This design comes from an exercise in tuning for small area, a short achievable clock period and few clock cycles per item on the open sky130 flow, not from production work. The RTL was checked by simulation tests, not by an equivalence proof against the original design. Power figures rest on the tool's default switching activity, not on a simulated workload.

### design/flow/flow/run.sh
#!/bin/bash
# The standard layout, with these changes to how it is made:
#  - if flow/abc_area.script exists, ABC maps the logic with it
#  - the setup repair aims at the slack margin in flow/margin.txt
#  - the port buffers are sky130_fd_sc_hd__buf_1
# Registers, constraints and clock period are those of the standard flow.
set -euo pipefail
MARGIN=$(cat flow/margin.txt)
rm -rf scripts_x
cp -r "$FLOW_HOME/scripts" scripts_x
if [[ -f flow/abc_area.script ]]; then
  cp flow/abc_area.script scripts_x/abc_area.script
fi
bash standard.sh "SCRIPTS_DIR=$PWD/scripts_x" "SETUP_SLACK_MARGIN=$MARGIN" \
  "BUFFER_PORTS_ARGS=-buffer_cell sky130_fd_sc_hd__buf_1" finish > flow_make.log 2>&1
### design/flow/flow/margin.txt
4.95
### design/flow/standard.sh
#!/bin/bash
# synth_recipe.tcl (not shown) runs the flow's synth.tcl, then flattens the netlist and writes it again
# the make line also repeats each setting of config.mk as NAME=value (left out here)
make -C /OpenROAD-flow-scripts/flow DESIGN_CONFIG=/design/flow/config.mk WORK_HOME=/design/flow/orfs CLKGATE_MAP_FILE= SYNTH_SCRIPT=/design/flow/synth_recipe.tcl "${@:-finish}"
### design/flow/config.mk
export PLATFORM = sky130hd
export DESIGN_NAME = curve_tangler
export DESIGN_NICKNAME = curve_tangler
export VERILOG_FILES = /design/flow/design.v
export SDC_FILE = /design/flow/constraint.sdc
export NUM_CORES = 4
export LEC_CHECK = 0
export ABC_AREA = 1
export CAP_MARGIN = 20
export CORE_MARGIN = 2
export CORE_UTILIZATION = 50
export GPL_ROUTABILITY_DRIVEN = 1
export GPL_TIMING_DRIVEN = 1
export PLACE_DENSITY = 0.7
export SLEW_MARGIN = 20
### design/flow/constraint.sdc
create_clock -name core_clock -period 10.0 [get_ports {clk}]
set_input_delay 2.0000 -clock core_clock [delete_from_list [all_inputs] [get_ports {clk}]]
set_output_delay 2.0000 -clock core_clock [all_outputs]
set_load 0.01 [all_outputs]
### design/flow/design.v
module curve_tangler (
    input  wire        clk,
    input  wire        rst,         
    input  wire        cmd_valid,
    output wire        cmd_ready,
    input  wire [1:0]  cmd_op,
    input  wire [63:0] cmd_arg,
    output wire        rsp_valid,
    input  wire        rsp_ready,
    output wire [63:0] rsp_data
);
    reg  valid;
    assign cmd_ready = ~valid | rsp_ready;
    assign rsp_valid = valid;
    wire hil = cmd_op[1];
    wire det = cmd_op[0];
    wire ent = hil & ~det;           
    wire [31:0] ax = cmd_arg[63:32];
    wire [31:0] ay = cmd_arg[31:0];
    wire [31:0] u, s, lm01, lm10, lv0, lv1;
    genvar k;
    generate for (k = 0; k < 32; k = k + 1) begin : g_leaf
        assign u[k]    = det ? cmd_arg[2*k+1] : ax[k];
        assign s[k]    = det ? cmd_arg[2*k] : (ax[k] ^ ay[k]);
        assign lm01[k] = ent & s[k];
        assign lm10[k] = ent & ~s[k];
        assign lv0[k]  = hil & s[k] & u[k];
        assign lv1[k]  = hil & ~(s[k] | u[k]);
    end endgenerate
    wire gmc_1;
    assign gmc_1 = (lv0[31] ^ (lm01[30] & lv1[31]) ^ lv0[30]);
    wire gmp_2;
    assign gmp_2 = ((lm10[30] & lv0[31]) ^ lv1[31] ^ lv1[30]);
    wire gm_3;
    assign gm_3 = ~((lm01[28] & lm10[29]));
    wire gm_4;
    assign gm_4 = (lm01[29] ^ lm01[28]);
    wire gm_5;
    assign gm_5 = (lm10[28] ^ lm10[29]);
    wire gm_6;
    assign gm_6 = ~((lm10[28] & lm01[29]));
    wire gm_7;
    assign gm_7 = (lv0[29] ^ (lm01[28] & lv1[29]) ^ lv0[28]);
    wire gm_8;
    assign gm_8 = ((lm10[28] & lv0[29]) ^ lv1[29] ^ lv1[28]);
    wire gmc_9;
    assign gmc_9 = ((gm_3 & gmc_1) ^ (gm_4 & gmp_2) ^ gm_7);
    wire gmp_10;
    assign gmp_10 = ((gm_5 & gmc_1) ^ (gm_6 & gmp_2) ^ gm_8);
    wire gm_11;
    assign gm_11 = ~((lm01[26] & lm10[27]));
    wire gm_12;
    assign gm_12 = (lm01[27] ^ lm01[26]);
    wire gm_13;
    assign gm_13 = (lm10[26] ^ lm10[27]);
    wire gm_14;
    assign gm_14 = ~((lm10[26] & lm01[27]));
    wire gm_15;
    assign gm_15 = (lv0[27] ^ (lm01[26] & lv1[27]) ^ lv0[26]);
    wire gm_16;
    assign gm_16 = ((lm10[26] & lv0[27]) ^ lv1[27] ^ lv1[26]);
    wire gm_17;
    assign gm_17 = ~((lm01[24] & lm10[25]));
    wire gm_18;
    assign gm_18 = (lm01[25] ^ lm01[24]);
    wire gm_19;
    assign gm_19 = (lm10[24] ^ lm10[25]);
    wire gm_20;
    assign gm_20 = ~((lm10[24] & lm01[25]));
    wire gm_21;
    assign gm_21 = (lv0[25] ^ (lm01[24] & lv1[25]) ^ lv0[24]);
    wire gm_22;
    assign gm_22 = ((lm10[24] & lv0[25]) ^ lv1[25] ^ lv1[24]);
    wire gm_23;
    assign gm_23 = ((gm_17 & gm_11) ^ (gm_18 & gm_13));
    wire gm_24;
    assign gm_24 = ((gm_17 & gm_12) ^ (gm_18 & gm_14));
    wire gm_25;
    assign gm_25 = ((gm_19 & gm_11) ^ (gm_20 & gm_13));
    wire gm_26;
    assign gm_26 = ((gm_19 & gm_12) ^ (gm_20 & gm_14));
    wire gm_27;
    assign gm_27 = ((gm_17 & gm_15) ^ (gm_18 & gm_16) ^ gm_21);
    wire gm_28;
    assign gm_28 = ((gm_19 & gm_15) ^ (gm_20 & gm_16) ^ gm_22);
    wire gm_29;
    assign gm_29 = ~((lm01[22] & lm10[23]));
    wire gm_30;
    assign gm_30 = (lm01[23] ^ lm01[22]);
    wire gm_31;
    assign gm_31 = (lm10[22] ^ lm10[23]);
    wire gm_32;
    assign gm_32 = ~((lm10[22] & lm01[23]));
    wire gm_33;
    assign gm_33 = (lv0[23] ^ (lm01[22] & lv1[23]) ^ lv0[22]);
    wire gm_34;
    assign gm_34 = ((lm10[22] & lv0[23]) ^ lv1[23] ^ lv1[22]);
    wire gm_35;
    assign gm_35 = ~((lm01[20] & lm10[21]));
    wire gm_36;
    assign gm_36 = (lm01[21] ^ lm01[20]);
    wire gm_37;
    assign gm_37 = (lm10[20] ^ lm10[21]);
    wire gm_38;
    assign gm_38 = ~((lm10[20] & lm01[21]));
    wire gm_39;
    assign gm_39 = (lv0[21] ^ (lm01[20] & lv1[21]) ^ lv0[20]);
    wire gm_40;
    assign gm_40 = ((lm10[20] & lv0[21]) ^ lv1[21] ^ lv1[20]);
    wire gm_41;
    assign gm_41 = ((gm_35 & gm_29) ^ (gm_36 & gm_31));
    wire gm_42;
    assign gm_42 = ((gm_35 & gm_30) ^ (gm_36 & gm_32));
    wire gm_43;
    assign gm_43 = ((gm_37 & gm_29) ^ (gm_38 & gm_31));
    wire gm_44;
    assign gm_44 = ((gm_37 & gm_30) ^ (gm_38 & gm_32));
    wire gm_45;
    assign gm_45 = ((gm_35 & gm_33) ^ (gm_36 & gm_34) ^ gm_39);
    wire gm_46;
    assign gm_46 = ((gm_37 & gm_33) ^ (gm_38 & gm_34) ^ gm_40);
    wire gm_47;
    assign gm_47 = ~((lm01[18] & lm10[19]));
    wire gm_48;
    assign gm_48 = (lm01[19] ^ lm01[18]);
    wire gm_49;
    assign gm_49 = (lm10[18] ^ lm10[19]);
    wire gm_50;
    assign gm_50 = ~((lm10[18] & lm01[19]));
    wire gm_51;
    assign gm_51 = (lv0[19] ^ (lm01[18] & lv1[19]) ^ lv0[18]);
    wire gm_52;
    assign gm_52 = ((lm10[18] & lv0[19]) ^ lv1[19] ^ lv1[18]);
    wire gm_53;
    assign gm_53 = ~((lm01[16] & lm10[17]));
    wire gm_54;
    assign gm_54 = (lm01[17] ^ lm01[16]);
    wire gm_55;
    assign gm_55 = (lm10[16] ^ lm10[17]);
    wire gm_56;
    assign gm_56 = ~((lm10[16] & lm01[17]));
    wire gm_57;
    assign gm_57 = (lv0[17] ^ (lm01[16] & lv1[17]) ^ lv0[16]);
    wire gm_58;
    assign gm_58 = ((lm10[16] & lv0[17]) ^ lv1[17] ^ lv1[16]);
    wire gm_59;
    assign gm_59 = ((gm_53 & gm_47) ^ (gm_54 & gm_49));
    wire gm_60;
    assign gm_60 = ((gm_53 & gm_48) ^ (gm_54 & gm_50));
    wire gm_61;
    assign gm_61 = ((gm_55 & gm_47) ^ (gm_56 & gm_49));
    wire gm_62;
    assign gm_62 = ((gm_55 & gm_48) ^ (gm_56 & gm_50));
    wire gm_63;
    assign gm_63 = ((gm_53 & gm_51) ^ (gm_54 & gm_52) ^ gm_57);
    wire gm_64;
    assign gm_64 = ((gm_55 & gm_51) ^ (gm_56 & gm_52) ^ gm_58);
    wire gm_65;
    assign gm_65 = ~((lm01[14] & lm10[15]));
    wire gm_66;
    assign gm_66 = (lm01[15] ^ lm01[14]);
    wire gm_67;
    assign gm_67 = (lm10[14] ^ lm10[15]);
    wire gm_68;
    assign gm_68 = ~((lm10[14] & lm01[15]));
    wire gm_69;
    assign gm_69 = (lv0[15] ^ (lm01[14] & lv1[15]) ^ lv0[14]);
    wire gm_70;
    assign gm_70 = ((lm10[14] & lv0[15]) ^ lv1[15] ^ lv1[14]);
    wire gm_71;
    assign gm_71 = ~((lm01[12] & lm10[13]));
    wire gm_72;
    assign gm_72 = (lm01[13] ^ lm01[12]);
    wire gm_73;
    assign gm_73 = (lm10[12] ^ lm10[13]);
    wire gm_74;
    assign gm_74 = ~((lm10[12] & lm01[13]));
    wire gm_75;
    assign gm_75 = (lv0[13] ^ (lm01[12] & lv1[13]) ^ lv0[12]);
    wire gm_76;
    assign gm_76 = ((lm10[12] & lv0[13]) ^ lv1[13] ^ lv1[12]);
    wire gm_77;
    assign gm_77 = ((gm_71 & gm_65) ^ (gm_72 & gm_67));
    wire gm_78;
    assign gm_78 = ((gm_71 & gm_66) ^ (gm_72 & gm_68));
    wire gm_79;
    assign gm_79 = ((gm_73 & gm_65) ^ (gm_74 & gm_67));
    wire gm_80;
    assign gm_80 = ((gm_73 & gm_66) ^ (gm_74 & gm_68));
    wire gm_81;
    assign gm_81 = ((gm_71 & gm_69) ^ (gm_72 & gm_70) ^ gm_75);
    wire gm_82;
    assign gm_82 = ((gm_73 & gm_69) ^ (gm_74 & gm_70) ^ gm_76);
    wire gm_83;
    assign gm_83 = ~((lm01[10] & lm10[11]));
    wire gm_84;
    assign gm_84 = (lm01[11] ^ lm01[10]);
    wire gm_85;
    assign gm_85 = (lm10[10] ^ lm10[11]);
    wire gm_86;
    assign gm_86 = ~((lm10[10] & lm01[11]));
    wire gm_87;
    assign gm_87 = (lv0[11] ^ (lm01[10] & lv1[11]) ^ lv0[10]);
    wire gm_88;
    assign gm_88 = ((lm10[10] & lv0[11]) ^ lv1[11] ^ lv1[10]);
    wire gm_89;
    assign gm_89 = ~((lm01[8] & lm10[9]));
    wire gm_90;
    assign gm_90 = (lm01[9] ^ lm01[8]);
    wire gm_91;
    assign gm_91 = (lm10[8] ^ lm10[9]);
    wire gm_92;
    assign gm_92 = ~((lm10[8] & lm01[9]));
    wire gm_93;
    assign gm_93 = (lv0[9] ^ (lm01[8] & lv1[9]) ^ lv0[8]);
    wire gm_94;
    assign gm_94 = ((lm10[8] & lv0[9]) ^ lv1[9] ^ lv1[8]);
    wire gm_95;
    assign gm_95 = ((gm_89 & gm_83) ^ (gm_90 & gm_85));
    wire gm_96;
    assign gm_96 = ((gm_89 & gm_84) ^ (gm_90 & gm_86));
    wire gm_97;
    assign gm_97 = ((gm_91 & gm_83) ^ (gm_92 & gm_85));
    wire gm_98;
    assign gm_98 = ((gm_91 & gm_84) ^ (gm_92 & gm_86));
    wire gm_99;
    assign gm_99 = ((gm_89 & gm_87) ^ (gm_90 & gm_88) ^ gm_93);
    wire gm_100;
    assign gm_100 = ((gm_91 & gm_87) ^ (gm_92 & gm_88) ^ gm_94);
    wire gm_101;
    assign gm_101 = ~((lm01[6] & lm10[7]));
    wire gm_102;
    assign gm_102 = (lm01[7] ^ lm01[6]);
    wire gm_103;
    assign gm_103 = (lm10[6] ^ lm10[7]);
    wire gm_104;
    assign gm_104 = ~((lm10[6] & lm01[7]));
    wire gm_105;
    assign gm_105 = (lv0[7] ^ (lm01[6] & lv1[7]) ^ lv0[6]);
    wire gm_106;
    assign gm_106 = ((lm10[6] & lv0[7]) ^ lv1[7] ^ lv1[6]);
    wire gm_107;
    assign gm_107 = ~((lm01[4] & lm10[5]));
    wire gm_108;
    assign gm_108 = (lm01[5] ^ lm01[4]);
    wire gm_109;
    assign gm_109 = (lm10[4] ^ lm10[5]);
    wire gm_110;
    assign gm_110 = ~((lm10[4] & lm01[5]));
    wire gm_111;
    assign gm_111 = (lv0[5] ^ (lm01[4] & lv1[5]) ^ lv0[4]);
    wire gm_112;
    assign gm_112 = ((lm10[4] & lv0[5]) ^ lv1[5] ^ lv1[4]);
    wire gm_113;
    assign gm_113 = ((gm_107 & gm_101) ^ (gm_108 & gm_103));
    wire gm_114;
    assign gm_114 = ((gm_107 & gm_102) ^ (gm_108 & gm_104));
    wire gm_115;
    assign gm_115 = ((gm_109 & gm_101) ^ (gm_110 & gm_103));
    wire gm_116;
    assign gm_116 = ((gm_109 & gm_102) ^ (gm_110 & gm_104));
    wire gm_117;
    assign gm_117 = ((gm_107 & gm_105) ^ (gm_108 & gm_106) ^ gm_111);
    wire gm_118;
    assign gm_118 = ((gm_109 & gm_105) ^ (gm_110 & gm_106) ^ gm_112);
    wire gm_119;
    assign gm_119 = ~((lm01[2] & lm10[3]));
    wire gm_120;
    assign gm_120 = (lm01[3] ^ lm01[2]);
    wire gm_121;
    assign gm_121 = (lm10[2] ^ lm10[3]);
    wire gm_122;
    assign gm_122 = ~((lm10[2] & lm01[3]));
    wire gm_123;
    assign gm_123 = (lv0[3] ^ (lm01[2] & lv1[3]) ^ lv0[2]);
    wire gm_124;
    assign gm_124 = ((lm10[2] & lv0[3]) ^ lv1[3] ^ lv1[2]);
    wire gm_125;
    assign gm_125 = ~((lm01[0] & lm10[1]));
    wire gm_126;
    assign gm_126 = (lm01[1] ^ lm01[0]);
    wire gm_127;
    assign gm_127 = (lm10[0] ^ lm10[1]);
    wire gm_128;
    assign gm_128 = ~((lm10[0] & lm01[1]));
    wire gm_129;
    assign gm_129 = (lv0[1] ^ (lm01[0] & lv1[1]) ^ lv0[0]);
    wire gm_130;
    assign gm_130 = ((lm10[0] & lv0[1]) ^ lv1[1] ^ lv1[0]);
    wire gm_131;
    assign gm_131 = ((gm_125 & gm_119) ^ (gm_126 & gm_121));
    wire gm_132;
    assign gm_132 = ((gm_125 & gm_120) ^ (gm_126 & gm_122));
    wire gm_133;
    assign gm_133 = ((gm_127 & gm_119) ^ (gm_128 & gm_121));
    wire gm_134;
    assign gm_134 = ((gm_127 & gm_120) ^ (gm_128 & gm_122));
    wire gm_135;
    assign gm_135 = ((gm_125 & gm_123) ^ (gm_126 & gm_124) ^ gm_129);
    wire gm_136;
    assign gm_136 = ((gm_127 & gm_123) ^ (gm_128 & gm_124) ^ gm_130);
    wire skc_137;
    assign skc_137 = ((gm_23 & gmc_9) ^ (gm_24 & gmp_10) ^ gm_27);
    wire skp_138;
    assign skp_138 = ((gm_25 & gmc_9) ^ (gm_26 & gmp_10) ^ gm_28);
    wire sk_139;
    assign sk_139 = ((gm_59 & gm_41) ^ (gm_60 & gm_43));
    wire sk_140;
    assign sk_140 = ((gm_59 & gm_42) ^ (gm_60 & gm_44));
    wire sk_141;
    assign sk_141 = ((gm_61 & gm_41) ^ (gm_62 & gm_43));
    wire sk_142;
    assign sk_142 = ((gm_61 & gm_42) ^ (gm_62 & gm_44));
    wire sk_143;
    assign sk_143 = ((gm_59 & gm_45) ^ (gm_60 & gm_46) ^ gm_63);
    wire sk_144;
    assign sk_144 = ((gm_61 & gm_45) ^ (gm_62 & gm_46) ^ gm_64);
    wire sk_145;
    assign sk_145 = ((gm_95 & gm_77) ^ (gm_96 & gm_79));
    wire sk_146;
    assign sk_146 = ((gm_95 & gm_78) ^ (gm_96 & gm_80));
    wire sk_147;
    assign sk_147 = ((gm_97 & gm_77) ^ (gm_98 & gm_79));
    wire sk_148;
    assign sk_148 = ((gm_97 & gm_78) ^ (gm_98 & gm_80));
    wire sk_149;
    assign sk_149 = ((gm_95 & gm_81) ^ (gm_96 & gm_82) ^ gm_99);
    wire sk_150;
    assign sk_150 = ((gm_97 & gm_81) ^ (gm_98 & gm_82) ^ gm_100);
    wire sk_151;
    assign sk_151 = ((gm_131 & gm_113) ^ (gm_132 & gm_115));
    wire sk_152;
    assign sk_152 = ((gm_131 & gm_114) ^ (gm_132 & gm_116));
    wire sk_153;
    assign sk_153 = ((gm_133 & gm_113) ^ (gm_134 & gm_115));
    wire sk_154;
    assign sk_154 = ((gm_133 & gm_114) ^ (gm_134 & gm_116));
    wire sk_155;
    assign sk_155 = ((gm_131 & gm_117) ^ (gm_132 & gm_118) ^ gm_135);
    wire sk_156;
    assign sk_156 = ((gm_133 & gm_117) ^ (gm_134 & gm_118) ^ gm_136);
    wire skc_157;
    assign skc_157 = ((gm_41 & skc_137) ^ (gm_42 & skp_138) ^ gm_45);
    wire skp_158;
    assign skp_158 = ((gm_43 & skc_137) ^ (gm_44 & skp_138) ^ gm_46);
    wire skc_159;
    assign skc_159 = ((sk_139 & skc_137) ^ (sk_140 & skp_138) ^ sk_143);
    wire skp_160;
    assign skp_160 = ((sk_141 & skc_137) ^ (sk_142 & skp_138) ^ sk_144);
    wire sk_161;
    assign sk_161 = ((gm_113 & sk_145) ^ (gm_114 & sk_147));
    wire sk_162;
    assign sk_162 = ((gm_113 & sk_146) ^ (gm_114 & sk_148));
    wire sk_163;
    assign sk_163 = ((gm_115 & sk_145) ^ (gm_116 & sk_147));
    wire sk_164;
    assign sk_164 = ((gm_115 & sk_146) ^ (gm_116 & sk_148));
    wire sk_165;
    assign sk_165 = ((gm_113 & sk_149) ^ (gm_114 & sk_150) ^ gm_117);
    wire sk_166;
    assign sk_166 = ((gm_115 & sk_149) ^ (gm_116 & sk_150) ^ gm_118);
    wire sk_167;
    assign sk_167 = ((sk_151 & sk_145) ^ (sk_152 & sk_147));
    wire sk_168;
    assign sk_168 = ((sk_151 & sk_146) ^ (sk_152 & sk_148));
    wire sk_169;
    assign sk_169 = ((sk_153 & sk_145) ^ (sk_154 & sk_147));
    wire sk_170;
    assign sk_170 = ((sk_153 & sk_146) ^ (sk_154 & sk_148));
    wire sk_171;
    assign sk_171 = ((sk_151 & sk_149) ^ (sk_152 & sk_150) ^ sk_155);
    wire sk_172;
    assign sk_172 = ((sk_153 & sk_149) ^ (sk_154 & sk_150) ^ sk_156);
    wire skc_173;
    assign skc_173 = ((gm_77 & skc_159) ^ (gm_78 & skp_160) ^ gm_81);
    wire skp_174;
    assign skp_174 = ((gm_79 & skc_159) ^ (gm_80 & skp_160) ^ gm_82);
    wire skc_175;
    assign skc_175 = ((sk_145 & skc_159) ^ (sk_146 & skp_160) ^ sk_149);
    wire skp_176;
    assign skp_176 = ((sk_147 & skc_159) ^ (sk_148 & skp_160) ^ sk_150);
    wire skc_177;
    assign skc_177 = ((sk_161 & skc_159) ^ (sk_162 & skp_160) ^ sk_165);
    wire skp_178;
    assign skp_178 = ((sk_163 & skc_159) ^ (sk_164 & skp_160) ^ sk_166);
    wire skc_179;
    assign skc_179 = ((sk_167 & skc_159) ^ (sk_168 & skp_160) ^ sk_171);
    wire skp_180;
    assign skp_180 = ((sk_169 & skc_159) ^ (sk_170 & skp_160) ^ sk_172);
    wire [6:0] n_c, n_p;
    assign n_c[6] = gmc_9;
    assign n_p[6] = gmp_10;
    assign n_c[5] = skc_137;
    assign n_p[5] = skp_138;
    assign n_c[4] = skc_157;
    assign n_p[4] = skp_158;
    assign n_c[3] = skc_159;
    assign n_p[3] = skp_160;
    assign n_c[2] = skc_173;
    assign n_p[2] = skp_174;
    assign n_c[1] = skc_175;
    assign n_p[1] = skp_176;
    assign n_c[0] = skc_177;
    assign n_p[0] = skp_178;
    wire [31:0] tau;
    assign tau[31] = 1'b0;
    wire tq_181;
    assign tq_181 = (s[30] ? lv1[31] : lv0[31]);
    assign tau[30] = tq_181;
    wire lwc_182;
    assign lwc_182 = (lv0[31] ^ (lm01[30] & lv1[31]) ^ lv0[30]);
    wire lwp_183;
    assign lwp_183 = ((lm10[30] & lv0[31]) ^ lv1[31] ^ lv1[30]);
    wire tq_184;
    assign tq_184 = (s[29] ? lwp_183 : lwc_182);
    assign tau[29] = tq_184;
    wire lwc_185;
    assign lwc_185 = (lwc_182 ^ (lm01[29] & lwp_183) ^ lv0[29]);
    wire lwp_186;
    assign lwp_186 = ((lm10[29] & lwc_182) ^ lwp_183 ^ lv1[29]);
    wire tq_187;
    assign tq_187 = (s[28] ? lwp_186 : lwc_185);
    assign tau[28] = tq_187;
    assign tau[27] = 1'b0;
    wire tq_188;
    assign tq_188 = (s[26] ? lv1[27] : lv0[27]);
    assign tau[26] = tq_188;
    wire lwc_189;
    assign lwc_189 = (lv0[27] ^ (lm01[26] & lv1[27]) ^ lv0[26]);
    wire lwp_190;
    assign lwp_190 = ((lm10[26] & lv0[27]) ^ lv1[27] ^ lv1[26]);
    wire tq_191;
    assign tq_191 = (s[25] ? lwp_190 : lwc_189);
    assign tau[25] = tq_191;
    wire lwc_192;
    assign lwc_192 = (lwc_189 ^ (lm01[25] & lwp_190) ^ lv0[25]);
    wire lwp_193;
    assign lwp_193 = ((lm10[25] & lwc_189) ^ lwp_190 ^ lv1[25]);
    wire tq_194;
    assign tq_194 = (s[24] ? lwp_193 : lwc_192);
    assign tau[24] = tq_194;
    assign tau[23] = 1'b0;
    wire tq_195;
    assign tq_195 = (s[22] ? lv1[23] : lv0[23]);
    assign tau[22] = tq_195;
    wire lwc_196;
    assign lwc_196 = (lv0[23] ^ (lm01[22] & lv1[23]) ^ lv0[22]);
    wire lwp_197;
    assign lwp_197 = ((lm10[22] & lv0[23]) ^ lv1[23] ^ lv1[22]);
    wire tq_198;
    assign tq_198 = (s[21] ? lwp_197 : lwc_196);
    assign tau[21] = tq_198;
    wire lwc_199;
    assign lwc_199 = (lwc_196 ^ (lm01[21] & lwp_197) ^ lv0[21]);
    wire lwp_200;
    assign lwp_200 = ((lm10[21] & lwc_196) ^ lwp_197 ^ lv1[21]);
    wire tq_201;
    assign tq_201 = (s[20] ? lwp_200 : lwc_199);
    assign tau[20] = tq_201;
    assign tau[19] = 1'b0;
    wire tq_202;
    assign tq_202 = (s[18] ? lv1[19] : lv0[19]);
    assign tau[18] = tq_202;
    wire lwc_203;
    assign lwc_203 = (lv0[19] ^ (lm01[18] & lv1[19]) ^ lv0[18]);
    wire lwp_204;
    assign lwp_204 = ((lm10[18] & lv0[19]) ^ lv1[19] ^ lv1[18]);
    wire tq_205;
    assign tq_205 = (s[17] ? lwp_204 : lwc_203);
    assign tau[17] = tq_205;
    wire lwc_206;
    assign lwc_206 = (lwc_203 ^ (lm01[17] & lwp_204) ^ lv0[17]);
    wire lwp_207;
    assign lwp_207 = ((lm10[17] & lwc_203) ^ lwp_204 ^ lv1[17]);
    wire tq_208;
    assign tq_208 = (s[16] ? lwp_207 : lwc_206);
    assign tau[16] = tq_208;
    assign tau[15] = 1'b0;
    wire tq_209;
    assign tq_209 = (s[14] ? lv1[15] : lv0[15]);
    assign tau[14] = tq_209;
    wire lwc_210;
    assign lwc_210 = (lv0[15] ^ (lm01[14] & lv1[15]) ^ lv0[14]);
    wire lwp_211;
    assign lwp_211 = ((lm10[14] & lv0[15]) ^ lv1[15] ^ lv1[14]);
    wire tq_212;
    assign tq_212 = (s[13] ? lwp_211 : lwc_210);
    assign tau[13] = tq_212;
    wire lwc_213;
    assign lwc_213 = (lwc_210 ^ (lm01[13] & lwp_211) ^ lv0[13]);
    wire lwp_214;
    assign lwp_214 = ((lm10[13] & lwc_210) ^ lwp_211 ^ lv1[13]);
    wire tq_215;
    assign tq_215 = (s[12] ? lwp_214 : lwc_213);
    assign tau[12] = tq_215;
    assign tau[11] = 1'b0;
    wire tq_216;
    assign tq_216 = (s[10] ? lv1[11] : lv0[11]);
    assign tau[10] = tq_216;
    wire lwc_217;
    assign lwc_217 = (lv0[11] ^ (lm01[10] & lv1[11]) ^ lv0[10]);
    wire lwp_218;
    assign lwp_218 = ((lm10[10] & lv0[11]) ^ lv1[11] ^ lv1[10]);
    wire tq_219;
    assign tq_219 = (s[9] ? lwp_218 : lwc_217);
    assign tau[9] = tq_219;
    wire lwc_220;
    assign lwc_220 = (lwc_217 ^ (lm01[9] & lwp_218) ^ lv0[9]);
    wire lwp_221;
    assign lwp_221 = ((lm10[9] & lwc_217) ^ lwp_218 ^ lv1[9]);
    wire tq_222;
    assign tq_222 = (s[8] ? lwp_221 : lwc_220);
    assign tau[8] = tq_222;
    assign tau[7] = 1'b0;
    wire tq_223;
    assign tq_223 = (s[6] ? lv1[7] : lv0[7]);
    assign tau[6] = tq_223;
    wire lwc_224;
    assign lwc_224 = (lv0[7] ^ (lm01[6] & lv1[7]) ^ lv0[6]);
    wire lwp_225;
    assign lwp_225 = ((lm10[6] & lv0[7]) ^ lv1[7] ^ lv1[6]);
    wire tq_226;
    assign tq_226 = (s[5] ? lwp_225 : lwc_224);
    assign tau[5] = tq_226;
    wire lwc_227;
    assign lwc_227 = (lwc_224 ^ (lm01[5] & lwp_225) ^ lv0[5]);
    wire lwp_228;
    assign lwp_228 = ((lm10[5] & lwc_224) ^ lwp_225 ^ lv1[5]);
    wire tq_229;
    assign tq_229 = (s[4] ? lwp_228 : lwc_227);
    assign tau[4] = tq_229;
    assign tau[3] = 1'b0;
    wire tq_230;
    assign tq_230 = (s[2] ? lv1[3] : lv0[3]);
    assign tau[2] = tq_230;
    wire lwc_231;
    assign lwc_231 = (lv0[3] ^ (lm01[2] & lv1[3]) ^ lv0[2]);
    wire lwp_232;
    assign lwp_232 = ((lm10[2] & lv0[3]) ^ lv1[3] ^ lv1[2]);
    wire tq_233;
    assign tq_233 = (s[1] ? lwp_232 : lwc_231);
    assign tau[1] = tq_233;
    wire lwc_234;
    assign lwc_234 = (lwc_231 ^ (lm01[1] & lwp_232) ^ lv0[1]);
    wire lwp_235;
    assign lwp_235 = ((lm10[1] & lwc_231) ^ lwp_232 ^ lv1[1]);
    wire tq_236;
    assign tq_236 = (s[0] ? lwp_235 : lwc_234);
    assign tau[0] = tq_236;
    wire [31:0] n_o, n_m;
    generate for (k = 0; k < 32; k = k + 1) begin : g_pre
        assign n_o[k] = hil ? (u[k] ^ tau[k]) : (det ? cmd_arg[2*k] : ay[k]);
        assign n_m[k] = hil ? s[k] : (det ? (cmd_arg[2*k+1] ^ cmd_arg[2*k]) : ax[k]);
    end endgenerate
    reg         r_ent, r_det;
    reg  [31:0] r_o, r_m;
    reg  [6:0] r_c, r_p;
    always @(posedge clk) begin
        if (rst)
            valid <= 1'b0;
        else if (cmd_ready)
            valid <= cmd_valid;
        if (cmd_ready) begin
            r_ent <= ent;
            r_det <= det;
            r_o   <= n_o;
            r_m   <= n_m;
            r_c   <= n_c;
            r_p   <= n_p;
        end
    end
    wire [31:0] fo;
    assign fo[31] = r_o[31];
    assign fo[30] = r_o[30];
    assign fo[29] = r_o[29];
    assign fo[28] = r_o[28];
    wire qq_237;
    assign qq_237 = ((~r_m[27] & r_c[6]) ^ (r_m[27] & r_p[6]));
    assign fo[27] = r_o[27] ^ qq_237;
    wire lf_238;
    assign lf_238 = (r_m[26] ^ (r_m[27] & ~r_m[26]));
    wire lf_239;
    assign lf_239 = (~r_m[26] ^ (~r_m[27] & r_m[26]));
    wire lf_240;
    assign lf_240 = (r_ent ? lf_239 : ~r_m[26]);
    wire lf_241;
    assign lf_241 = (r_ent ? lf_238 : r_m[26]);
    wire qq_242;
    assign qq_242 = ((lf_240 & r_c[6]) ^ (lf_241 & r_p[6]));
    assign fo[26] = r_o[26] ^ qq_242;
    wire lf_243;
    assign lf_243 = (r_m[25] ^ (r_m[26] & ~r_m[25]));
    wire lf_244;
    assign lf_244 = (~r_m[25] ^ (~r_m[26] & r_m[25]));
    wire lf_245;
    assign lf_245 = (lf_243 ^ (r_m[27] & lf_244));
    wire lf_246;
    assign lf_246 = (lf_244 ^ (~r_m[27] & lf_243));
    wire lf_247;
    assign lf_247 = (r_ent ? lf_246 : ~r_m[25]);
    wire lf_248;
    assign lf_248 = (r_ent ? lf_245 : r_m[25]);
    wire qq_249;
    assign qq_249 = ((lf_247 & r_c[6]) ^ (lf_248 & r_p[6]));
    assign fo[25] = r_o[25] ^ qq_249;
    wire lf_250;
    assign lf_250 = (r_m[24] ^ (r_m[25] & ~r_m[24]));
    wire lf_251;
    assign lf_251 = (~r_m[24] ^ (~r_m[25] & r_m[24]));
    wire lf_252;
    assign lf_252 = (lf_250 ^ (r_m[26] & lf_251));
    wire lf_253;
    assign lf_253 = (lf_251 ^ (~r_m[26] & lf_250));
    wire lf_254;
    assign lf_254 = (lf_252 ^ (r_m[27] & lf_253));
    wire lf_255;
    assign lf_255 = (lf_253 ^ (~r_m[27] & lf_252));
    wire lf_256;
    assign lf_256 = (r_ent ? lf_255 : ~r_m[24]);
    wire lf_257;
    assign lf_257 = (r_ent ? lf_254 : r_m[24]);
    wire qq_258;
    assign qq_258 = ((lf_256 & r_c[6]) ^ (lf_257 & r_p[6]));
    assign fo[24] = r_o[24] ^ qq_258;
    wire qq_259;
    assign qq_259 = ((~r_m[23] & r_c[5]) ^ (r_m[23] & r_p[5]));
    assign fo[23] = r_o[23] ^ qq_259;
    wire lf_260;
    assign lf_260 = (r_m[22] ^ (r_m[23] & ~r_m[22]));
    wire lf_261;
    assign lf_261 = (~r_m[22] ^ (~r_m[23] & r_m[22]));
    wire lf_262;
    assign lf_262 = (r_ent ? lf_261 : ~r_m[22]);
    wire lf_263;
    assign lf_263 = (r_ent ? lf_260 : r_m[22]);
    wire qq_264;
    assign qq_264 = ((lf_262 & r_c[5]) ^ (lf_263 & r_p[5]));
    assign fo[22] = r_o[22] ^ qq_264;
    wire lf_265;
    assign lf_265 = (r_m[21] ^ (r_m[22] & ~r_m[21]));
    wire lf_266;
    assign lf_266 = (~r_m[21] ^ (~r_m[22] & r_m[21]));
    wire lf_267;
    assign lf_267 = (lf_265 ^ (r_m[23] & lf_266));
    wire lf_268;
    assign lf_268 = (lf_266 ^ (~r_m[23] & lf_265));
    wire lf_269;
    assign lf_269 = (r_ent ? lf_268 : ~r_m[21]);
    wire lf_270;
    assign lf_270 = (r_ent ? lf_267 : r_m[21]);
    wire qq_271;
    assign qq_271 = ((lf_269 & r_c[5]) ^ (lf_270 & r_p[5]));
    assign fo[21] = r_o[21] ^ qq_271;
    wire lf_272;
    assign lf_272 = (r_m[20] ^ (r_m[21] & ~r_m[20]));
    wire lf_273;
    assign lf_273 = (~r_m[20] ^ (~r_m[21] & r_m[20]));
    wire lf_274;
    assign lf_274 = (lf_272 ^ (r_m[22] & lf_273));
    wire lf_275;
    assign lf_275 = (lf_273 ^ (~r_m[22] & lf_272));
    wire lf_276;
    assign lf_276 = (lf_274 ^ (r_m[23] & lf_275));
    wire lf_277;
    assign lf_277 = (lf_275 ^ (~r_m[23] & lf_274));
    wire lf_278;
    assign lf_278 = (r_ent ? lf_277 : ~r_m[20]);
    wire lf_279;
    assign lf_279 = (r_ent ? lf_276 : r_m[20]);
    wire qq_280;
    assign qq_280 = ((lf_278 & r_c[5]) ^ (lf_279 & r_p[5]));
    assign fo[20] = r_o[20] ^ qq_280;
    wire qq_281;
    assign qq_281 = ((~r_m[19] & r_c[4]) ^ (r_m[19] & r_p[4]));
    assign fo[19] = r_o[19] ^ qq_281;
    wire lf_282;
    assign lf_282 = (r_m[18] ^ (r_m[19] & ~r_m[18]));
    wire lf_283;
    assign lf_283 = (~r_m[18] ^ (~r_m[19] & r_m[18]));
    wire lf_284;
    assign lf_284 = (r_ent ? lf_283 : ~r_m[18]);
    wire lf_285;
    assign lf_285 = (r_ent ? lf_282 : r_m[18]);
    wire qq_286;
    assign qq_286 = ((lf_284 & r_c[4]) ^ (lf_285 & r_p[4]));
    assign fo[18] = r_o[18] ^ qq_286;
    wire lf_287;
    assign lf_287 = (r_m[17] ^ (r_m[18] & ~r_m[17]));
    wire lf_288;
    assign lf_288 = (~r_m[17] ^ (~r_m[18] & r_m[17]));
    wire lf_289;
    assign lf_289 = (lf_287 ^ (r_m[19] & lf_288));
    wire lf_290;
    assign lf_290 = (lf_288 ^ (~r_m[19] & lf_287));
    wire lf_291;
    assign lf_291 = (r_ent ? lf_290 : ~r_m[17]);
    wire lf_292;
    assign lf_292 = (r_ent ? lf_289 : r_m[17]);
    wire qq_293;
    assign qq_293 = ((lf_291 & r_c[4]) ^ (lf_292 & r_p[4]));
    assign fo[17] = r_o[17] ^ qq_293;
    wire lf_294;
    assign lf_294 = (r_m[16] ^ (r_m[17] & ~r_m[16]));
    wire lf_295;
    assign lf_295 = (~r_m[16] ^ (~r_m[17] & r_m[16]));
    wire lf_296;
    assign lf_296 = (lf_294 ^ (r_m[18] & lf_295));
    wire lf_297;
    assign lf_297 = (lf_295 ^ (~r_m[18] & lf_294));
    wire lf_298;
    assign lf_298 = (lf_296 ^ (r_m[19] & lf_297));
    wire lf_299;
    assign lf_299 = (lf_297 ^ (~r_m[19] & lf_296));
    wire lf_300;
    assign lf_300 = (r_ent ? lf_299 : ~r_m[16]);
    wire lf_301;
    assign lf_301 = (r_ent ? lf_298 : r_m[16]);
    wire qq_302;
    assign qq_302 = ((lf_300 & r_c[4]) ^ (lf_301 & r_p[4]));
    assign fo[16] = r_o[16] ^ qq_302;
    wire qq_303;
    assign qq_303 = ((~r_m[15] & r_c[3]) ^ (r_m[15] & r_p[3]));
    assign fo[15] = r_o[15] ^ qq_303;
    wire lf_304;
    assign lf_304 = (r_m[14] ^ (r_m[15] & ~r_m[14]));
    wire lf_305;
    assign lf_305 = (~r_m[14] ^ (~r_m[15] & r_m[14]));
    wire lf_306;
    assign lf_306 = (r_ent ? lf_305 : ~r_m[14]);
    wire lf_307;
    assign lf_307 = (r_ent ? lf_304 : r_m[14]);
    wire qq_308;
    assign qq_308 = ((lf_306 & r_c[3]) ^ (lf_307 & r_p[3]));
    assign fo[14] = r_o[14] ^ qq_308;
    wire lf_309;
    assign lf_309 = (r_m[13] ^ (r_m[14] & ~r_m[13]));
    wire lf_310;
    assign lf_310 = (~r_m[13] ^ (~r_m[14] & r_m[13]));
    wire lf_311;
    assign lf_311 = (lf_309 ^ (r_m[15] & lf_310));
    wire lf_312;
    assign lf_312 = (lf_310 ^ (~r_m[15] & lf_309));
    wire lf_313;
    assign lf_313 = (r_ent ? lf_312 : ~r_m[13]);
    wire lf_314;
    assign lf_314 = (r_ent ? lf_311 : r_m[13]);
    wire qq_315;
    assign qq_315 = ((lf_313 & r_c[3]) ^ (lf_314 & r_p[3]));
    assign fo[13] = r_o[13] ^ qq_315;
    wire lf_316;
    assign lf_316 = (r_m[12] ^ (r_m[13] & ~r_m[12]));
    wire lf_317;
    assign lf_317 = (~r_m[12] ^ (~r_m[13] & r_m[12]));
    wire lf_318;
    assign lf_318 = (lf_316 ^ (r_m[14] & lf_317));
    wire lf_319;
    assign lf_319 = (lf_317 ^ (~r_m[14] & lf_316));
    wire lf_320;
    assign lf_320 = (lf_318 ^ (r_m[15] & lf_319));
    wire lf_321;
    assign lf_321 = (lf_319 ^ (~r_m[15] & lf_318));
    wire lf_322;
    assign lf_322 = (r_ent ? lf_321 : ~r_m[12]);
    wire lf_323;
    assign lf_323 = (r_ent ? lf_320 : r_m[12]);
    wire qq_324;
    assign qq_324 = ((lf_322 & r_c[3]) ^ (lf_323 & r_p[3]));
    assign fo[12] = r_o[12] ^ qq_324;
    wire qq_325;
    assign qq_325 = ((~r_m[11] & r_c[2]) ^ (r_m[11] & r_p[2]));
    assign fo[11] = r_o[11] ^ qq_325;
    wire lf_326;
    assign lf_326 = (r_m[10] ^ (r_m[11] & ~r_m[10]));
    wire lf_327;
    assign lf_327 = (~r_m[10] ^ (~r_m[11] & r_m[10]));
    wire lf_328;
    assign lf_328 = (r_ent ? lf_327 : ~r_m[10]);
    wire lf_329;
    assign lf_329 = (r_ent ? lf_326 : r_m[10]);
    wire qq_330;
    assign qq_330 = ((lf_328 & r_c[2]) ^ (lf_329 & r_p[2]));
    assign fo[10] = r_o[10] ^ qq_330;
    wire lf_331;
    assign lf_331 = (r_m[9] ^ (r_m[10] & ~r_m[9]));
    wire lf_332;
    assign lf_332 = (~r_m[9] ^ (~r_m[10] & r_m[9]));
    wire lf_333;
    assign lf_333 = (lf_331 ^ (r_m[11] & lf_332));
    wire lf_334;
    assign lf_334 = (lf_332 ^ (~r_m[11] & lf_331));
    wire lf_335;
    assign lf_335 = (r_ent ? lf_334 : ~r_m[9]);
    wire lf_336;
    assign lf_336 = (r_ent ? lf_333 : r_m[9]);
    wire qq_337;
    assign qq_337 = ((lf_335 & r_c[2]) ^ (lf_336 & r_p[2]));
    assign fo[9] = r_o[9] ^ qq_337;
    wire lf_338;
    assign lf_338 = (r_m[8] ^ (r_m[9] & ~r_m[8]));
    wire lf_339;
    assign lf_339 = (~r_m[8] ^ (~r_m[9] & r_m[8]));
    wire lf_340;
    assign lf_340 = (lf_338 ^ (r_m[10] & lf_339));
    wire lf_341;
    assign lf_341 = (lf_339 ^ (~r_m[10] & lf_338));
    wire lf_342;
    assign lf_342 = (lf_340 ^ (r_m[11] & lf_341));
    wire lf_343;
    assign lf_343 = (lf_341 ^ (~r_m[11] & lf_340));
    wire lf_344;
    assign lf_344 = (r_ent ? lf_343 : ~r_m[8]);
    wire lf_345;
    assign lf_345 = (r_ent ? lf_342 : r_m[8]);
    wire qq_346;
    assign qq_346 = ((lf_344 & r_c[2]) ^ (lf_345 & r_p[2]));
    assign fo[8] = r_o[8] ^ qq_346;
    wire qq_347;
    assign qq_347 = ((~r_m[7] & r_c[1]) ^ (r_m[7] & r_p[1]));
    assign fo[7] = r_o[7] ^ qq_347;
    wire lf_348;
    assign lf_348 = (r_m[6] ^ (r_m[7] & ~r_m[6]));
    wire lf_349;
    assign lf_349 = (~r_m[6] ^ (~r_m[7] & r_m[6]));
    wire lf_350;
    assign lf_350 = (r_ent ? lf_349 : ~r_m[6]);
    wire lf_351;
    assign lf_351 = (r_ent ? lf_348 : r_m[6]);
    wire qq_352;
    assign qq_352 = ((lf_350 & r_c[1]) ^ (lf_351 & r_p[1]));
    assign fo[6] = r_o[6] ^ qq_352;
    wire lf_353;
    assign lf_353 = (r_m[5] ^ (r_m[6] & ~r_m[5]));
    wire lf_354;
    assign lf_354 = (~r_m[5] ^ (~r_m[6] & r_m[5]));
    wire lf_355;
    assign lf_355 = (lf_353 ^ (r_m[7] & lf_354));
    wire lf_356;
    assign lf_356 = (lf_354 ^ (~r_m[7] & lf_353));
    wire lf_357;
    assign lf_357 = (r_ent ? lf_356 : ~r_m[5]);
    wire lf_358;
    assign lf_358 = (r_ent ? lf_355 : r_m[5]);
    wire qq_359;
    assign qq_359 = ((lf_357 & r_c[1]) ^ (lf_358 & r_p[1]));
    assign fo[5] = r_o[5] ^ qq_359;
    wire lf_360;
    assign lf_360 = (r_m[4] ^ (r_m[5] & ~r_m[4]));
    wire lf_361;
    assign lf_361 = (~r_m[4] ^ (~r_m[5] & r_m[4]));
    wire lf_362;
    assign lf_362 = (lf_360 ^ (r_m[6] & lf_361));
    wire lf_363;
    assign lf_363 = (lf_361 ^ (~r_m[6] & lf_360));
    wire lf_364;
    assign lf_364 = (lf_362 ^ (r_m[7] & lf_363));
    wire lf_365;
    assign lf_365 = (lf_363 ^ (~r_m[7] & lf_362));
    wire lf_366;
    assign lf_366 = (r_ent ? lf_365 : ~r_m[4]);
    wire lf_367;
    assign lf_367 = (r_ent ? lf_364 : r_m[4]);
    wire qq_368;
    assign qq_368 = ((lf_366 & r_c[1]) ^ (lf_367 & r_p[1]));
    assign fo[4] = r_o[4] ^ qq_368;
    wire qq_369;
    assign qq_369 = ((~r_m[3] & r_c[0]) ^ (r_m[3] & r_p[0]));
    assign fo[3] = r_o[3] ^ qq_369;
    wire lf_370;
    assign lf_370 = (r_m[2] ^ (r_m[3] & ~r_m[2]));
    wire lf_371;
    assign lf_371 = (~r_m[2] ^ (~r_m[3] & r_m[2]));
    wire lf_372;
    assign lf_372 = (r_ent ? lf_371 : ~r_m[2]);
    wire lf_373;
    assign lf_373 = (r_ent ? lf_370 : r_m[2]);
    wire qq_374;
    assign qq_374 = ((lf_372 & r_c[0]) ^ (lf_373 & r_p[0]));
    assign fo[2] = r_o[2] ^ qq_374;
    wire lf_375;
    assign lf_375 = (r_m[1] ^ (r_m[2] & ~r_m[1]));
    wire lf_376;
    assign lf_376 = (~r_m[1] ^ (~r_m[2] & r_m[1]));
    wire lf_377;
    assign lf_377 = (lf_375 ^ (r_m[3] & lf_376));
    wire lf_378;
    assign lf_378 = (lf_376 ^ (~r_m[3] & lf_375));
    wire lf_379;
    assign lf_379 = (r_ent ? lf_378 : ~r_m[1]);
    wire lf_380;
    assign lf_380 = (r_ent ? lf_377 : r_m[1]);
    wire qq_381;
    assign qq_381 = ((lf_379 & r_c[0]) ^ (lf_380 & r_p[0]));
    assign fo[1] = r_o[1] ^ qq_381;
    wire lf_382;
    assign lf_382 = (r_m[0] ^ (r_m[1] & ~r_m[0]));
    wire lf_383;
    assign lf_383 = (~r_m[0] ^ (~r_m[1] & r_m[0]));
    wire lf_384;
    assign lf_384 = (lf_382 ^ (r_m[2] & lf_383));
    wire lf_385;
    assign lf_385 = (lf_383 ^ (~r_m[2] & lf_382));
    wire lf_386;
    assign lf_386 = (lf_384 ^ (r_m[3] & lf_385));
    wire lf_387;
    assign lf_387 = (lf_385 ^ (~r_m[3] & lf_384));
    wire lf_388;
    assign lf_388 = (r_ent ? lf_387 : ~r_m[0]);
    wire lf_389;
    assign lf_389 = (r_ent ? lf_386 : r_m[0]);
    wire qq_390;
    assign qq_390 = ((lf_388 & r_c[0]) ^ (lf_389 & r_p[0]));
    assign fo[0] = r_o[0] ^ qq_390;
    wire [63:0] ent_res, det_res;
    generate for (k = 0; k < 32; k = k + 1) begin : g_res
        assign ent_res[2*k+1] = fo[k];
        assign ent_res[2*k]   = r_m[k];
        assign det_res[32+k]  = fo[k];
        assign det_res[k]     = fo[k] ^ r_m[k];
    end endgenerate
    assign rsp_data = r_det ? det_res : ent_res;
endmodule
==> results of run 1 <==
-- layout by cell type, fill, tap and decap left out, types with 12 or more instances in the layout --
| cell type | n |
|---|---|
| nand3_2 | 16 |
| inv_2 | 27 |
| clkbuf_16 | 13 |
| edfxtp_1 | 80 |
| nand2_1 | 636 |
| nand2_2 | 43 |
| nor2_1 | 131 |
| o22ai_1 | 12 |
| nor3_1 | 17 |
| a21oi_1 | 86 |
| inv_1 | 252 |
| buf_1 | 133 |
| xnor2_1 | 73 |
| nor2_2 | 18 |
| nand3_1 | 177 |
| xor2_1 | 86 |
| o21ai_0 | 196 |
-- layer usage --
metal / up-vias / wire, um
met2: 543 / 16700
met4: 0 / 958
met1: 6040 / 17930
met5: - / 0
met3: 47 / 2785
li1: 6758 / -
-- synthesized netlist by cell type, drive strengths merged (3+ instances only) --
cell      n  share of area
a31oi     3         0.0016
o31ai     6         0.0037
xor2     94          0.072
xnor2    73          0.053
nand3b    6         0.0037
o211ai    8         0.0054
o221ai   10         0.0072
nor3     18         0.0079
buf      30          0.020
o21a      3         0.0019
inv     282          0.088
or2       5         0.0026
a21oi    89          0.038
edfxtp   80           0.20
mux2i    11         0.0091
o21ai   214          0.091
nand4    10         0.0052
nand3   193          0.086
o22ai    12         0.0062
nand2   683           0.22
nor2    154          0.054
clkbuf   41          0.013
-- worst paths after layout --
kind,end,cells past startpoint,start
worst min-delay path,valid,3,valid
worst min register to register,valid,3,valid
worst max register to register,r_m[4],2,valid
worst max-delay path,rsp_data[20],11,r_m[21]
-- critical path: stages (launching register included) --
cell,delay (ns)
edfxtp_1,0.52
nor2_1,0.18
inv_1,0.07
o21ai_0,0.35
o21ai_0,0.13
nand3_1,0.10
nand3_1,0.08
xnor2_1,0.18
xor2_1,0.36
xor2_1,0.12
o21ai_0,0.22
buf_1,0.19
-- sequential cells by signal (all words and copies together), names as in the netlist --
name   count
valid      1
r_m       32
r_c        7
r_det      1
r_o       32
r_ent      1
r_p        7
-- cell families (layout without fill, tap and decap cells) --
family | count (synthesis) | in the layout | synth area share
AO/OA/AOI/OAI | 353 | 353 | 0.1605
XOR/XNOR | 167 | 167 | 0.1247
buffers and inverters | 355 | 451 | 0.1212
flip-flops | 81 | 81 | 0.2004
multiplexers | 12 | 12 | 0.01004
AND/OR/NAND/NOR | 1070 | 1071 | 0.3831
-- area by class of cell --
class | count | area (sq um)
tap | 319 | 399.1
multi-input combinational | 1603 | 8252
timing repair buffer | 150 | 778.2
clock buffer | 9 | 225.2
sequential | 81 | 2422
fill | 2432 | 10340
clock inverter | 7 | 77.57
timing repair inverter | 1 | 11.26
inverter | 284 | 1105
-- power breakdown --
group          total, mW  switching [mW]  internal, mW  leakage (nW)
Sequential         0.525          0.0665         0.459         0.855
Clock              0.327           0.131         0.195         0.142
Combinational       1.25           0.825         0.424          5.49
Total               2.10            1.02          1.08          6.49
-- repair_timing --
item,CTS,global route
pin swaps,1,0
setup buffers,2,3
gates cloned,1,5
hold buffers,0,0
resized for setup,12,29
setup endpoints to repair,46,13
==> impl_results.md, run 1 <==
* PortBufs at between 100 and 150
* Yosys warns at 1
* Vias per inst at approximately 5.5
* CTS tree: done
* Final net count at roughly 2.2k
* Achievable frequency at 207.2 MHz
* Number of global-route vias before repair at approximately 11k
* Vias post-DR at between 10k and 15k
* Fin worst setup slack at 5.174 ns
* Pre-Repair DR Iteration Count at 5
* First-pass GRT wire length at ~58 mm
* Total Power at 2.101 mW
* Antenna violations before repair at 0
* FFs w/ async S/R, synth at 0
* DRT iter0 DRCs at about 1.5k
* Synthesized flop and latch total at 81
* Hold crit path type: reg2reg
* Final Cycle Share at 0.4826
* Final hold vios at 0
* Crit path time final at around 4.8 ns
* Gate count after technology mapping at 2038
* H-tree levels at 3
* RSZ-0062 raised after global routing: yes
* R2R Setup Slk at roughly 8.4 ns
* Core ar. at around 24000 sq um
* Die X at about 160 um
* Post-route insts no fill at between 2k and 2.5k
* Fin area at between 10000 and 15000 sq um
* Sink Count at between 80 and 90
* Max-cap viol count at 0
* Leak Pwr at about 6.5 nW
* Worst skew pair latency at between 0.3 and 0.4 ns
* Remaining Overflow, GRT at 0
* CTS Buf Count at 9
* Placed insts at around 2.4k
* GR peak layer: met2
* Rel. slew slack at 0.3460
* Placer Congestion at roughly 0.98
* Routed length per placed instance at 15.64 um
* Worst setup SP type: flip-flop
* Worst-path clk slew at around 0.07 ns
* Share of layout cells above drive strength 1 at 0.08290
* Largest net degree at the start of global routing at between 80 and 90
* Synth Cell Area at around 12000 sq um
* Total wire length at approximately 38 mm
* Syn Nets at 2108
* Skew final at about 0.012 ns
* Crit path max fanout at 8
* P&R area growth vs syn at 9.781%
* FP Rows at between 50 and 60
* Ports at approximately 140
* Critical path class: reg2out
* Met3 usage at 0.02396
* Main synth FF type: edfxtp_1
* P per Cell Area at between 150 and 200 nW/um^2
* Die ar. at about 25000 sq um
* Worst Path Arrival at about 2.8 ns
* Register area share after synthesis at 0.2004
* Routed Antenna Nets at 0
* Worst path required time at 8.00 ns
* Clk buf depth at 2
* CP Capture Type: output pin
* Met2 Usage GRT at 0.4384
* Remaining DRCs at 0
* Unique cell type count in the Yosys netlist at 52
* Avg Synthesized Cell Area at a little under 6 sq um
* Root buffer cell: clkbuf_16
* Pre-CTS WS at 4.220 ns
* Hold WS at ~1.1 ns
* GRT met1 Usage at 0.4124
* Final Max Slew Viols at 0
* DP Area at about 13000 sq um
* Post-DP HPWL at about 29 mm
* Die Y at 159.5 um
* Worst vdd ir at between 0.08 and 0.09 mV
* Fin util at 0.5620
* Least-Margin Pin Slew at between 0.9 and 1 ns
* # diodes at 0
* Final setup viols at 0
* Initial Utilization at 0.5119
* Setup TNS at 0 ns
* Status: timing/DRC/antenna clean
* EDFF count, synth at 80
* Total GRT Usage at 0.2798
Testbench counts, summed over its fixed seeds: cycles 8,008, items 8,000.
==> inputs of run 2 (changes only) <==
==> design/flow/flow/run.sh (replaced) <==
#!/bin/bash
# The standard layout, with these changes to how it is made:
#  - synthesis maps the logic between the registers and the rsp_data outputs
#    with flow/abc_post.script (ABC area mapping, amap), and the rest of the
#    logic with the standard ABC area script (flow/patch_synth.py)
#  - the setup repair aims at the slack margin in flow/margin.txt
#  - the port buffers are sky130_fd_sc_hd__buf_1
# Registers, constraints and clock period are those of the standard flow.
# make's output goes to flow_make.log; each step's log is under orfs/logs.
set -euo pipefail
MARGIN=$(cat flow/margin.txt)
rm -rf scripts_x
cp -r "$FLOW_HOME/scripts" scripts_x
cp flow/abc_post.script scripts_x/abc_post.script
python3 flow/patch_synth.py scripts_x > patch_synth.log 2>&1
bash standard.sh "SCRIPTS_DIR=$PWD/scripts_x" "SETUP_SLACK_MARGIN=$MARGIN" \
  "BUFFER_PORTS_ARGS=-buffer_cell sky130_fd_sc_hd__buf_1" finish > flow_make.log 2>&1
==> design/flow/flow/abc_post.script (new file) <==
strash
dch
amap -m
topo
stime -c
buffer -c
upsize -c
dnsize -c
==> design/flow/flow/margin.txt (replaced) <==
5.05
==> design/flow/flow/patch_synth.py (new file) <==
#!/usr/bin/env python3
"""Patch a copy of ORFS's scripts/synth.tcl: map the logic between the
registers and the rsp_data outputs with flow/abc_post.script (area mapping)
before the usual ABC call maps the rest of the logic with the standard script.
usage: patch_synth.py SCRIPTS_DIR"""
import sys
p = sys.argv[1] + "/synth.tcl"
s = open(p).read()
a = """  log_cmd abc {*}$abc_args
} else {"""
b = """  # the logic from the registers to the response outputs is mapped for area
  # with abc_post.script; the rest of the logic with the standard script
  select -set post_cone o:rsp_data %ci*:-sky130_fd_sc_hd__edfxtp_1:-sky130_fd_sc_hd__dfxtp_1
  select -set post_gates @post_cone t:\\$_* %i
  puts "post-register gates mapped for area: [llength [split [string trim [tee -q -s result.string select -list @post_gates]] "\\n"]]"
  set abc_args_post [lreplace $abc_args 1 1 $::env(SCRIPTS_DIR)/abc_post.script]
  log_cmd abc {*}$abc_args_post @post_gates
  log_cmd abc {*}$abc_args
} else {"""
if s.count(a) != 1:
    sys.exit("patch_synth.py: anchor not found in " + p)
open(p, "w").write(s.replace(a, b))
--- a/design/flow/config.mk
+++ b/design/flow/config.mk
@@ -10,6 +10,6 @@
 export CORE_MARGIN = 2
-export CORE_UTILIZATION = 50
+export CORE_UTILIZATION = 40
 export GPL_ROUTABILITY_DRIVEN = 1
 export GPL_TIMING_DRIVEN = 1
-export PLACE_DENSITY = 0.7
+export PLACE_DENSITY = 0.6
 export SLEW_MARGIN = 20
==> run 2 against run 1 <==
Net effect: count of clock-buffer cells in the layout grew 1; clock power rose by 8.6%; core utilization shrank 9.4 points; still clean on timing, DRC and antenna; sequential power grew 2%; combinational power hardly changed; non-clock buffer count up 40; sequential cell count did not move; synthesized area is 4.6% lower; final cell count up 0.20%.
==> impl_results.md, run 2 <==
* Remaining DRCs at 0
* Count leader, synth: nand2_1
* Worst Path Arrival at between 2 and 3 ns
* Post-DP HPWL at 30.74 mm
* Synthesized flop and latch total at 81
* Total wire length at between 40 and 50 mm
* Final Max Slew Viols at 0
* Synth Cell Area at about 12000 sq um
* Initial Utilization at 0.4039
* Remaining Overflow, GRT at 0
* Hold crit path type: reg2reg
* RSZ-0062 raised after global routing: yes
* Total Power at between 2 and 2.5 mW
* DRT iter0 DRCs at approximately 1.5k
* Die X at 173.8 um
* Final hold vios at 0
* Largest area contributor in the netlist: edfxtp_1
* Rel. slew slack at 0.3243
* CTS Buf Count at 9
* Yosys warns at 1
* Avg Synthesized Cell Area at 5.975 sq um
* Clock share of power at 0.168
* Most frequent cells in the layout: 527 x nand2_1, 220 x inv_1, 190 x nor2_1, 170 x nand3_1, 132 x o21ai_0
* Final setup viols at 0
* Pre-CTS WS at 3.732 ns
* Switch share at 0.4786
* CTS tree: done
* Die Y at ~170 um
* Worst skew pair latency at about 0.33 ns
* Seq pwr share at 0.254
* Synth top area cells: edfxtp_1 21%, nand2_1 17%, nand3_1 7.4%
* Worst-path clk slew at about 0.060 ns
* Worst path required time at about 8.0 ns
* Fin worst setup slack at between 5 and 6 ns
* Main synth FF type: edfxtp_1
* Most common cell after layout, fill and taps aside: nand2_1
* # diodes at 0
* PortBufs at between 100 and 150
* First-pass GRT wire length at just over 60 mm
* Status: timing/DRC/antenna clean
* Hold-fix buffers, CTS at 0
* Crit path max fanout at 6
* Core ar. at about 29000 sq um
* Antenna violations before repair at 2
* Sink Count at 81
* Worst vdd ir at 0.09471 mV
* Int Power at 1.099 mW
* Vias post-DR at between 10k and 15k
* Commonest cells in the netlist: 535 x nand2_1, 222 x inv_1, 195 x nor2_1
* EDFF count, synth at 80
* Max-cap viol count at 0
* Clk buf depth at 2
* FP Rows at 62
* Syn Nets at about 2k
* H-tree levels at 3
* Final Cycle Share at 0.4874
* Routed length per placed instance at around 17 um
* Total GRT Usage at 0.2521
* Final net count at around 2.1k
* Routed Antenna Nets at 0
* Gate count after technology mapping at between 1.5k and 2k
* Achievable frequency at 205.2 MHz
* Skew final at approximately 0.012 ns
* Setup TNS at 0 ns
* NetSw at ~1.0 mW
* Placer Congestion at 0.9405
* P per Cell Area at around 160 nW/um^2
* Share of layout cells above drive strength 1 at 0.1104
* Root buffer cell: clkbuf_16
* Critical path class: reg2out
* Die ar. at around 30000 sq um
* Number of global-route vias before repair at roughly 11k
* Vias per inst at about 5.5
* Largest net degree at the start of global routing at slightly above 80
* Register area share after synthesis at 0.2101
* Share of the synthesized area in the top cell type at 0.2083
* Top flop regs: r_m x32, r_o x32
* CP Capture Type: output pin
* Filler Cell Count at 3027
* Unique cell type count in the Yosys netlist at 52
* FFs w/ async S/R, synth at 0
* Pre-Repair DR Iteration Count at 6
* Least-Margin Pin Slew at about 1.0 ns
* Crit path time final at 4.874 ns
* Worst setup SP type: flip-flop
* Leak Pwr at between 6 and 7 nW
* P&R area growth vs syn at 15.97%
* Logic pwr share at 0.577
* Ports at roughly 140
[run 2: kinds of logic after synthesis]
| logic type | after synthesis | share of synthesized area |
|---|---|---|
| buffers and inverters | 327 | 0.1156 |
| XOR/XNOR | 104 | 0.08420 |
| AND/OR/NAND/NOR | 983 | 0.3618 |
| AO/OA/AOI/OAI | 434 | 0.2275 |
| flip-flops | 81 | 0.2101 |
| multiplexers | 1 | 0.0008681 |
[run 2: final timing paths]
path / from / endpoint / slack (ns) / cells after the start
max: r_m[14] / rsp_data[12] / 5.13 / 15
max reg2reg: valid / r_p[4] / 8.39 / 2
min reg2reg: valid / valid / 1.12 / 3
min: valid / valid / 1.12 / 3
[run 2: cell type report]
cell class / instances / area (sq um) / area share
multi-input combinational: 1523 / 7993 / 0.5977
sequential: 81 / 2422 / 0.1811
timing repair buffer: 190 / 1101 / 0.08234
inverter: 263 / 1037 / 0.07756
tap: 384 / 480.5 / 0.03593
clock buffer: 10 / 229.0 / 0.01712
clock inverter: 6 / 91.34 / 0.006830
timing repair inverter: 2 / 18.77 / 0.001403
[run 2: what timing repair did]
action	4_1_cts	5_1_grt
setup buffers	7	36
hold endpoints to repair	0	0
resized for setup	16	67
pin swaps	1	11
endpoints found under the setup margin	69	39
gates cloned	3	4
[run 2: power groups by stage]
stage	Combinational, mW	Clock, mW	Sequential, mW
CTS	1.12	0.363	0.534
global placement	1.09	0	0.542
finish	1.22	0.355	0.536
global route	1.35	0.379	0.542
detailed placement	1.11	0	0.542
floorplan	0.827	0	0.505
[run 2: per-layer routing]
metal,vias up,wire (um),global-route usage
met1,6133,18800,0.3678
li1,6778,-,-
met2,612,17790,0.3956
met5,-,0,0
met4,0,1371,0.07423
met3,82,3104,0.02193
[run 2: through the flow]
| step | util | instances | hold WS [ns] | cell area, sq um |
|---|---|---|---|---|
| after global routing | 0.4684 | 2459 | 1.218 | 13370 |
| final | 0.4684 | 2459 | 1.118 | 13370 |
| after floorplan | - | 1930 | 1.122 | 11540 |
| after detailed placement | 0.4290 | 2393 | 1.125 | 12250 |
| after global placement | 0.4290 | 2393 | 1.112 | 12250 |
| after CTS | 0.4459 | 2419 | 1.144 | 12730 |
[run 2: worst max-delay path, stage by stage, from the launching register on]
cell      delay, ns
edfxtp_1       0.45
inv_2          0.15
nor2_1         0.08
a21oi_2        0.19
o32ai_2        0.12
nor2_1         0.15
nand2_1        0.08
o211ai_1       0.10
o211ai_1       0.14
a21oi_1        0.20
nor2_1         0.06
a21oi_1        0.22
inv_1          0.13
o22ai_2        0.18
o22ai_1        0.11
buf_1          0.18
==> inputs of run 3 (changes only) <==
==> design/flow/flow/margin.txt (replaced) <==
4.95
==> run 3 against run 2 <==
Net effect: still clean on timing, DRC and antenna; clock power fell by 5%; maximum frequency down 0.15%; first-iteration DRC count shrank 7.0%; critical endpoint is now rsp_data[24].
==> impl_results.md, run 3 <==
* Status: timing/DRC/antenna clean
* Worst Path Arrival at ~2.9 ns
* Worst skew pair latency at ~0.34 ns
* Share of the synthesized area in the top cell type at 0.2083
* Clk buf depth at 2
* Leak Pwr at a little over 6 nW
* Final Cycle Share at 0.4881
* Gate count after technology mapping at 1930
* Rel. slew slack at 0.5526
* CP Capture Type: output pin
* Area of the multi-input gates at slightly below 8000 sq um
* Reg area at roughly 2400 sq um
* Fin worst setup slack at roughly 5.1 ns
* Worst-path clk slew at about 0.07 ns
* H-tree levels at 3
* Max-cap viol count at 0
* Pre-CTS WS at roughly 3.9 ns
* Pre-Repair DR Iteration Count at 6
* PortBufs at 135
* Yosys warns at 1
* Achievable frequency at 204.9 MHz
* Crit path max fanout at 5
* Number of global-route vias before repair at ~11k
* Final net count at around 2.1k
* Worst path required time at 8.00 ns
* Die X at between 150 and 200 um
* Setup TNS at 0 ns
* Routed Antenna Nets at 0
* Most frequent cells in the layout: 532 x nand2_1, 221 x inv_1, 191 x nor2_1, 170 x nand3_1, 133 x o21ai_0
* Critical path class: reg2out
* Skew final at approximately 0.0081 ns
* Synth top area cells: edfxtp_1 21%, nand2_1 17%, nand3_1 7.4%
* FP Rows at slightly above 60
* Share of layout cells above drive strength 1 at 0.09528
* Fin area at 13120 sq um
* P per Cell Area at 156.2 nW/um^2
* First-pass GRT wire length at between 60 and 70 mm
* Main synth FF type: edfxtp_1
* Die Y at about 170 um
* Final setup viols at 0
* Total wire length at roughly 41 mm
* Final hold vios at 0
* Routed length per placed instance at about 17 um
* Unique cell type count in the Yosys netlist at 52
* Filler Cell Count at a little over 3k
* Top flop regs: r_m x32, r_o x32
* Vias per inst at ~5.5
* Placer Congestion at 0.9209
* P&R area growth vs syn at 13.81%
* Crit path time final at just under 5 ns
* Hold crit path type: reg2reg
* Initial Utilization at 0.4039
* Final Max Slew Viols at 0
* RSZ-0062 raised after global routing: yes
* Post-DP HPWL at just over 30 mm
* Avg Synthesized Cell Area at between 5 and 6 sq um
* Largest net degree at the start of global routing at 86
* Count leader, synth: nand2_1
* Least-Margin Pin Slew at 0.6641 ns
* Die ar. at 30200 sq um
* DP Area at 12240 sq um
* Hold-fix buffers, CTS at 0
* Sink Count at 81
* # diodes at 0
* Antenna violations before repair at 3
* Synth Cell Area at between 10000 and 15000 sq um
* Core ar. at about 29000 sq um
* Remaining DRCs at 0
* EDFF count, synth at 80
* R2R Setup Slk at 8.29 ns
* CTS tree: done
* Root buffer cell: clkbuf_16
* DRT iter0 DRCs at 1389
* Total GRT Usage at 0.2513
* Register area share after synthesis at 0.2101
* Commonest cells in the netlist: 535 x nand2_1, 222 x inv_1, 195 x nor2_1
* Syn Nets at around 2.0k
* Synthesized flop and latch total at 81
* Largest area contributor in the netlist: edfxtp_1
* Worst vdd ir at roughly 0.094 mV
* Vias post-DR at around 14k
* Most common cell after layout, fill and taps aside: nand2_1
* CTS Buf Count at 9
* Ports at between 100 and 150
* Worst setup SP type: flip-flop
* Total Power at slightly above 2 mW
* Remaining Overflow, GRT at 0
* FFs w/ async S/R, synth at 0
run 3: final timing paths:
kind,startpoint,to,cells past startpoint
setup / recovery,r_m[25],rsp_data[24],15
hold / removal,valid,r_m[22],1
setup reg to reg,valid,r_o[11],2
hold reg to reg,valid,r_m[22],1
run 3: layout make-up:
cell class | count | area share
multi-input cells | 1523 | 0.6011
flip-flops and latches | 81 | 0.1846
inverters | 263 | 0.07884
repair buffers | 171 | 0.07303
well taps | 384 | 0.03661
clock buffers | 10 | 0.01821
clock inverters | 6 | 0.005530
repair inverters | 3 | 0.002097
run 3: cell families after synthesis:
kind of cell | share of synthesized area
and+or+nand+nor | 0.3618
AOI/OAI and AO/OA | 0.2275
buffers and inverters | 0.1156
xor gates and xnor gates | 0.08420
DFF | 0.2101
muxes | 0.0008681
run 3: layer usage:
layer  vias to the layer above  GRT usage  share of wire
met4                         6    0.09524          0.040
met2                       554     0.3929           0.43
met3                        79    0.02829          0.069
met1                      6115     0.3556           0.46
li1                       6747          -              -
met5                         -          0        0.00098
run 3: through the flow:
stage | util | std cells | hold slack (ns)
6_report | 0.4597 | 2441 | 0.9816
5_1_grt | 0.4597 | 2441 | 1.050
4_1_cts | 0.4439 | 2413 | 1.015
3_5_place_dp | 0.4288 | 2392 | 0.9952
3_3_place_gp | 0.4288 | 2392 | 0.9643
2_1_floorplan | - | 1930 | 1.517
run 3: what timing repair did:
action / in CTS / in global routing
gates resized for setup: 14 / 44
cloned: 3 / 6
pin swaps: 1 / 2
buffers inserted: 2 / 22
setup endpoints to repair: 49 / 33
run 3: critical path, stage by stage (launching register included):
cell and delay (ns):
edfxtp_1 0.49, inv_2 0.15, nor2_2 0.06, a21oi_2 0.21, o32ai_1 0.15, nor2_1 0.15, xnor2_1 0.11, o221ai_2 0.19
nor2_1 0.09, a21oi_2 0.14, nor2_1 0.07, a21oi_2 0.14, inv_1 0.11, o22ai_1 0.20, o22ai_1 0.11, buf_1 0.16
run 3: report_power, final:
group	total (mW)	leakage (nW)	switching, mW	internal (mW)
clock	0.336	0.150	0.133	0.203
sequential	0.538	0.852	0.0787	0.460
combinational	1.18	5.19	0.776	0.399

## static timing again, ports no longer ideal
The results above use ideal ports. As a check the final layouts listed here were re-extracted and re-timed, cells and wires unchanged.
Step 1: set_driving_cell puts a clkbuf_16 on clk and a buf_2 on each other input, an assumption about the parent block.
Step 2 also shifts input and output timing later by t, the mid clock arrival at the registers, as if the neighbouring blocks saw the same clock.
Three values: no drivers, after step 1, after step 2; two values: the first two.
run | shift t [ns] | setup WS [ns] | worst hold slack (ns) | worst setup path at the end
run 1 | 0.371 | 5.174 / 5.134 / 4.841 | 1.148 / 1.148 / 1.148 | input to register
run 2 | 0.373 | 5.126 / 5.081 / 4.831 | 1.118 / 1.118 / 1.118 | input to register
run 3 | 0.372 | 5.119 / 5.078 / 4.773 | 0.982 / 0.982 / 0.982 | input to register
After both steps setup and hold are still met in every run listed. The setup slack of run 3, which loses most, moves by -0.041 ns with the drivers and by -0.346 ns with both steps.
